Background: an optimization exercise with open tools, aiming at small area and a short achievable clock period. Do not read the settings as production practice. RTL that was checked went through simulation tests only; none was proved equivalent to the original. Power is estimated from default activity; no workload was simulated.

== harbor ==
==> flow/design.v <==
module tap_fsm (
    input  wire [3:0] state,
    input  wire       c,
    output reg  [3:0] next
);
    localparam RTI    = 4'b0000, SEL_DR = 4'b0001, CAP_DR = 4'b0010, SH_DR  = 4'b0011,
               EX1_DR = 4'b0100, PAU_DR = 4'b0101, EX2_DR = 4'b0110, UPD_DR = 4'b0111,
               TLR    = 4'b1000, SEL_IR = 4'b1001, CAP_IR = 4'b1010, SH_IR  = 4'b1011,
               EX1_IR = 4'b1100, PAU_IR = 4'b1101, EX2_IR = 4'b1110, UPD_IR = 4'b1111;
    always @(*) begin
        case (state)
            TLR:    next = c ? TLR    : RTI;
            RTI:    next = c ? SEL_DR : RTI;
            SEL_DR: next = c ? SEL_IR : CAP_DR;
            CAP_DR: next = c ? EX1_DR : SH_DR;
            SH_DR:  next = c ? EX1_DR : SH_DR;
            EX1_DR: next = c ? UPD_DR : PAU_DR;
            PAU_DR: next = c ? EX2_DR : PAU_DR;
            EX2_DR: next = c ? UPD_DR : SH_DR;
            UPD_DR: next = c ? SEL_DR : RTI;
            SEL_IR: next = c ? TLR    : CAP_IR;
            CAP_IR: next = c ? EX1_IR : SH_IR;
            SH_IR:  next = c ? EX1_IR : SH_IR;
            EX1_IR: next = c ? UPD_IR : PAU_IR;
            PAU_IR: next = c ? EX2_IR : PAU_IR;
            EX2_IR: next = c ? UPD_IR : SH_IR;
            default: next = c ? SEL_DR : RTI;    
        endcase
    end
endmodule
module ir_decode (
    input  wire [7:0] value,
    input  wire       hi_nz,
    output reg  [3:0] code
);
    always @(*) begin
        if (hi_nz) code = 4'd14;
        else begin
            case (value)
                8'h83:   code = 4'd0;    
                8'h84:   code = 4'd1;    
                8'h85:   code = 4'd2;    
                8'h41:   code = 4'd3;    
                8'h43:   code = 4'd4;    
                8'hFF:   code = 4'd5;    
                8'h13:   code = 4'd6;    
                8'h14:   code = 4'd7;    
                8'h15:   code = 4'd8;    
                8'h44:   code = 4'd9;    
                8'h46:   code = 4'd10;   
                8'h22:   code = 4'd11;   
                8'h24:   code = 4'd12;   
                8'h61:   code = 4'd13;   
                default: code = 4'd14;   
            endcase
        end
    end
endmodule
module shift_field #(
    parameter W = 128
) (
    input  wire         clk,
    input  wire         shl,
    input  wire         hold,
    input  wire         din,
    input  wire [7:0]   set_hi,
    input  wire [15:0]  set_lo,
    output reg  [W-1:0] q
);
    wire [W-1:0] prev = {q[W-2:0], din};
    wire [W-1:0] d;
    genvar i;
    generate
        for (i = 0; i < W; i = i + 1) begin : g_bit
            field_bit u_bit (
                .shl  (shl),
                .hold (hold),
                .prev (prev[i]),
                .cur  (q[i]),
                .sa   (set_hi[i / 16]),
                .sb   (set_lo[i % 16]),
                .d    (d[i])
            );
        end
    endgenerate
    always @(posedge clk)
        q <= d;
endmodule
module field_bit (
    input  wire shl,
    input  wire hold,
    input  wire prev,
    input  wire cur,
    input  wire sa,
    input  wire sb,
    output wire d
);
    assign d = (shl & prev) | (hold & cur) | (sa & sb);
endmodule
module tap_core (
    input  wire         clk,
    input  wire         rst,
    input  wire         frame,
    input  wire         c,
    input  wire         t,
    input  wire         h,
    output wire         ev_valid,
    output wire         ev_kind,
    output wire [127:0] ev_to_target,
    output wire [127:0] ev_to_host,
    output wire [3:0]   ev_instr,
    output wire [1:0]   fault
);
    localparam RTI = 4'b0000;
    reg  [3:0] tap;
    reg        flt;
    reg  [7:0] len;
    reg        hi_nz;      
    reg        upd_q;      
    wire [3:0] tap_next;
    wire mode   = tap[3];                   
    wire is_cap = (tap[2:0] == 3'b010);
    wire is_sh  = (tap[2:0] == 3'b011);
    wire full   = len[7];                   
    wire ok_sh  = ~flt & is_sh & ~full;
    wire ok_cap = ~flt & is_cap;
    wire live   = frame & ~flt;
    wire sh     = frame & ok_sh;
    wire clr    = frame & ok_cap;
    tap_fsm u_fsm (
        .state (tap),
        .c     (c),
        .next  (tap_next)
    );
    always @(posedge clk) begin
        if (rst) begin
            tap   <= RTI;
            flt   <= 1'b0;
            upd_q <= 1'b0;
        end else if (live) begin
            if (is_sh & full) begin
                flt   <= 1'b1;
            end else begin
                tap   <= tap_next;
                upd_q <= (tap_next[2:0] == 3'b111);
            end
        end
    end
    always @(posedge clk) begin
        if (clr)     len <= 8'd0;
        else if (sh) len <= len + 8'd1;
    end
    always @(posedge clk) begin
        if (clr)                                  hi_nz <= 1'b0;
        else if (sh & mode & t & (|len[6:3]))     hi_nz <= 1'b1;
    end
    wire [7:0]  dec_hi = 8'd1 << len[6:4];
    wire [15:0] dec_lo = 16'd1 << len[3:0];
    wire ok_tt_shl = ok_sh & ~mode;         
    wire ok_th_shl = ok_sh & mode;          
    wire [7:0] ok_tt_set = dec_hi & {8{ok_sh & mode}};
    wire [7:0] ok_th_set = dec_hi & {8{ok_sh & ~mode}};
    wire [127:0] tt, th;
    shift_field u_tt (
        .clk    (clk),
        .shl    (frame & ok_tt_shl),
        .hold   (~(frame & (ok_tt_shl | ok_cap))),
        .din    (t),
        .set_hi (ok_tt_set & {8{frame & t}}),
        .set_lo (dec_lo),
        .q      (tt)
    );
    shift_field u_th (
        .clk    (clk),
        .shl    (frame & ok_th_shl),
        .hold   (~(frame & (ok_th_shl | ok_cap))),
        .din    (h),
        .set_hi (ok_th_set & {8{frame & h}}),
        .set_lo (dec_lo),
        .q      (th)
    );
    wire [3:0] code;
    reg  [3:0] instr_q;
    ir_decode u_dec (
        .value (tt[7:0]),
        .hi_nz (hi_nz),
        .code  (code)
    );
    always @(posedge clk)
        instr_q <= code;
    ev_gate u_ev (
        .frame    (frame),
        .ok       (upd_q),
        .ev_valid (ev_valid)
    );
    assign ev_kind      = mode;
    assign ev_instr     = instr_q;
    assign ev_to_target = tt;
    assign ev_to_host   = th;
    assign fault        = {flt, 1'b0};
endmodule
module ev_gate (
    input  wire frame,
    input  wire ok,
    output wire ev_valid
);
    assign ev_valid = frame & ok;
endmodule
==> flow/config.mk <==
export PLATFORM = sky130hd
export DESIGN_NAME = tap_core
export DESIGN_NICKNAME = tap_core
export VERILOG_FILES = /design/flow/design.v
export SDC_FILE = /design/flow/constraint.sdc
export NUM_CORES = 4
export LEC_CHECK = 0
export CAP_MARGIN = 20
export CORE_MARGIN = 2
export CORE_UTILIZATION = 40
export SETUP_SLACK_MARGIN = 2.65
export SLEW_MARGIN = 20
export SYNTH_HIERARCHICAL = 1
==> flow/constraint.sdc <==
create_clock -name core_clock -period 5.0 [get_ports {clk}]
set_input_delay 1.0000 -clock core_clock [delete_from_list [all_inputs] [get_ports {clk}]]
set_output_delay 1.0000 -clock core_clock [all_outputs]
set_load 0.01 [all_outputs]
standard.sh (not shown) runs the stock make flow with config.mk's settings and CLKGATE_MAP_FILE= SYNTH_SCRIPT=/design/flow/synth_recipe.tcl, a recipe that flattens the netlist after the stock synthesis.
==> flow/flow/run.sh <==
#!/bin/bash
# The standard layout, with the ports buffered by the smallest buffer
# (buf_1) instead of the delay buffer buffer_ports picks by default.
set -euo pipefail
bash standard.sh BUFFER_PORTS_ARGS="-buffer_cell sky130_fd_sc_hd__buf_1" finish > make_finish.log 2>&1
Modified inputs, cedar compared to harbor
- an added CTS_CLUSTER_SIZE of 24
- an added CTS_CLUSTER_DIAMETER of 120
- an added PLACE_DENSITY of 0.75
[summary]
For cedar, the group drawing the most power was sequential cells, unlike harbor, where it was the clock network.
Looking at harbor and cedar, the multi-input gate count is a wash.
Final cell area excluding filler cells: cedar better than harbor
For cedar, the commonest non-fill, non-tap cell in the layout was sky130_fd_sc_hd__dfxtp_1, unlike harbor, where it was sky130_fd_sc_hd__buf_1.
On final cycle utilization of the critical path, harbor and cedar are basically level.

---

RTL: the design.v shown in full above, as it stands there.
Settings: LEC_CHECK=0, CAP_MARGIN=20, CORE_MARGIN=2, CORE_UTILIZATION=40, CTS_CLUSTER_DIAMETER=120, CTS_CLUSTER_SIZE=24, SETUP_SLACK_MARGIN=2.72, SLEW_MARGIN=20, SYNTH_HIERARCHICAL=1; clock period 5.0 ns.
Scripts as last shown in full above: flow/flow/run.sh
Next try:
- CORE_UTILIZATION: 40 -> 45
- PLACE_DENSITY: default -> 0.85
- SETUP_SLACK_MARGIN: 2.72 -> 2.65
Outcome: Worst setup slack stays flat. Synthesized area does not change. Sequential share of layout area is higher by 1.0 points. Total power drops by 1.3%. Die area went down by 11%.
Next try:
- CORE_UTILIZATION: 45 -> 40
After rerunning:
- cell count went up by 3.2%
- power came out higher by 0.68%
- design area went up by 0.40%
Next try:
- PLACE_DENSITY: 0.85 -> default
Non-clock buffer count is unchanged.
Register-to-register slack gains 0.03 ns.
Sequential share of layout area decreases by 0.38 points.
Via count decreases by 3.1%.
Synthesized cell count is unchanged.
Synthesized area stays the same.

---

## main
tap_core, a different RTL version from the one above (not shown whole).
For scale: ~270 flip-flops, about 270 I/O pins, roughly 0.010 mm² of cells after synthesis.
Design tap_core, start of the top module:
module tap_core (
    input  wire         clk,
    input  wire         rst,
    input  wire         frame,
    input  wire         c,
    input  wire         t,
    input  wire         h,
    output wire         ev_valid,
    output wire         ev_kind,
    output wire [127:0] ev_to_target,
    output wire [127:0] ev_to_host,
    output wire [3:0]   ev_instr,
    output wire [1:0]   fault
);
==> flow/config.mk <==
export PLATFORM = sky130hd
export DESIGN_NAME = tap_core
export DESIGN_NICKNAME = tap_core
export VERILOG_FILES = /design/flow/design.v
export SDC_FILE = /design/flow/constraint.sdc
export NUM_CORES = 4
export LEC_CHECK = 0
export CAP_MARGIN = 20
export CORE_MARGIN = 2
export CORE_UTILIZATION = 40
export SLEW_MARGIN = 20
export SYNTH_HIERARCHICAL = 1
==> flow/constraint.sdc <==
create_clock -name core_clock -period 5.0 [get_ports {clk}]
set_input_delay 1.0000 -clock core_clock [delete_from_list [all_inputs] [get_ports {clk}]]
set_output_delay 1.0000 -clock core_clock [all_outputs]
set_load 0.01 [all_outputs]
Scripts as last shown in full above: flow/flow/run.sh
main finished every stage and its layout cleared the timing, design-rule and antenna checks.
Input-level comparison between the feature branch and main:
==> flow/run.sh (new file) <==
#!/bin/bash
# synth_recipe.tcl (not shown) runs the flow's synth.tcl, then flattens the netlist and writes it again
# the make line also repeats each setting of config.mk as NAME=value (left out here)
make -C /OpenROAD-flow-scripts/flow DESIGN_CONFIG=/design/flow/config.mk WORK_HOME=/design/flow/orfs CLKGATE_MAP_FILE= SYNTH_SCRIPT=/design/flow/synth_recipe.tcl finish
removed: flow/flow/run.sh
removed: flow/standard.sh
==> notes.md <==
After detailed routing, main needs less wire than the feature branch.
Share of post-route cells with drive strength above 1 in the feature branch is 0.83 points above main.
The data required time of the worst path number comes out higher for main vs the feature branch.
Higher critical path depth goes to main over the feature branch.

---

tap_core, a different RTL version from the one above (not shown whole).
Size: ~270 flip-flops, roughly 270 I/O pins.
// tap_core
module tap_core (
    input  wire         clk,
    input  wire         rst,
    input  wire         frame,
    input  wire         c,
    input  wire         t,
    input  wire         h,
    output wire         ev_valid,
    output wire         ev_kind,
    output wire [127:0] ev_to_target,
    output wire [127:0] ev_to_host,
    output wire [3:0]   ev_instr,
    output wire [1:0]   fault
);
clock: 5.0 ns
lec_check: 0
cap_margin: 20
core_margin: 2
core_utilization: 40
setup_slack_margin: 2.4
slew_margin: 20
synth_hierarchical: 1
==> flow/flow/run.sh <==
#!/bin/bash
# The standard layout, with the ports buffered by the smallest buffer
# (buf_1) instead of the delay buffer buffer_ports picks by default.
set -euo pipefail
bash standard.sh BUFFER_PORTS_ARGS="-buffer_cell sky130_fd_sc_hd__buf_1" finish > make_finish.log 2>&1
==> next run, changes <==
Settings changed: SETUP_SLACK_MARGIN 2.4 to 2.7.
After rerunning: The changed run finished with timing, DRC and antenna clean; clock-buffer cell count shrinks by 3; first-iteration DRC count grows by 9.9%; clock skew shrinks by 4.1 ps; die area does not change; final area grows by about 1.1%.
No functional check of the RTL was part of any run of this note.

==> re-timing with driven ports <==
The results above use ideal ports. As a check the final layouts listed here were re-extracted and re-timed, cells and wires unchanged. Step 1 assumes that a clkbuf_16 drives the clock port and a buf_2 every other input. Step 2 adds t to the input delays and takes it off the output delays; t is the mean of the earliest and latest rising clock arrival at the registers after step 1. Input paths then give back, and output paths get back, about the clock's delay inside the block. a / b / c = ideal ports / drivers / drivers and shift; a / b = the first two.
| run | shift t [ns] | slack for setup (ns) | worst setup path at the end | worst data-port slew with drivers (ns) | pins driven straight from the clock port |
|---|---|---|---|---|---|
| harbor | 0.595 | 2.652 / 2.612 / 2.128 | input to register | 0.05 | 1 |
| cedar | 0.535 | 2.652 / 2.605 / 2.218 | input to register | 0.06 | 1 |
| the first run of note 2 | 0.540 | 2.657 / 2.617 / 2.222 | input to register | 0.05 | 1 |
| the second run of note 2 | 0.526 | 2.658 / 2.612 / 2.138 | input to register | 0.06 | 1 |
| the third run of note 2 | 0.538 | 2.654 / 2.616 / 2.215 | input to register | 0.05 | 1 |
| the fourth run of note 2 | 0.540 | 2.650 / 2.611 / 2.220 | input to register | 0.05 | 1 |
| main | 0.587 | 1.825 / 1.845 / 1.258 | input to register | 0.03 | 1 |
| the feature branch | 0.589 | 1.324 / 1.300 / 0.995 | input to register | 0.04 | 1 |
| the first run of note 4 | 0.613 | 2.413 / 2.377 / 1.986 | input to register | 0.05 | 1 |
| the second run of note 4 | 0.597 | 2.412 / 2.350 / 2.142 | input to register | 0.07 | 1 |
After both steps every run listed still meets setup and hold. For main, which loses most, drivers alone change the setup slack by +0.020 ns; drivers and shift together by -0.567 ns.
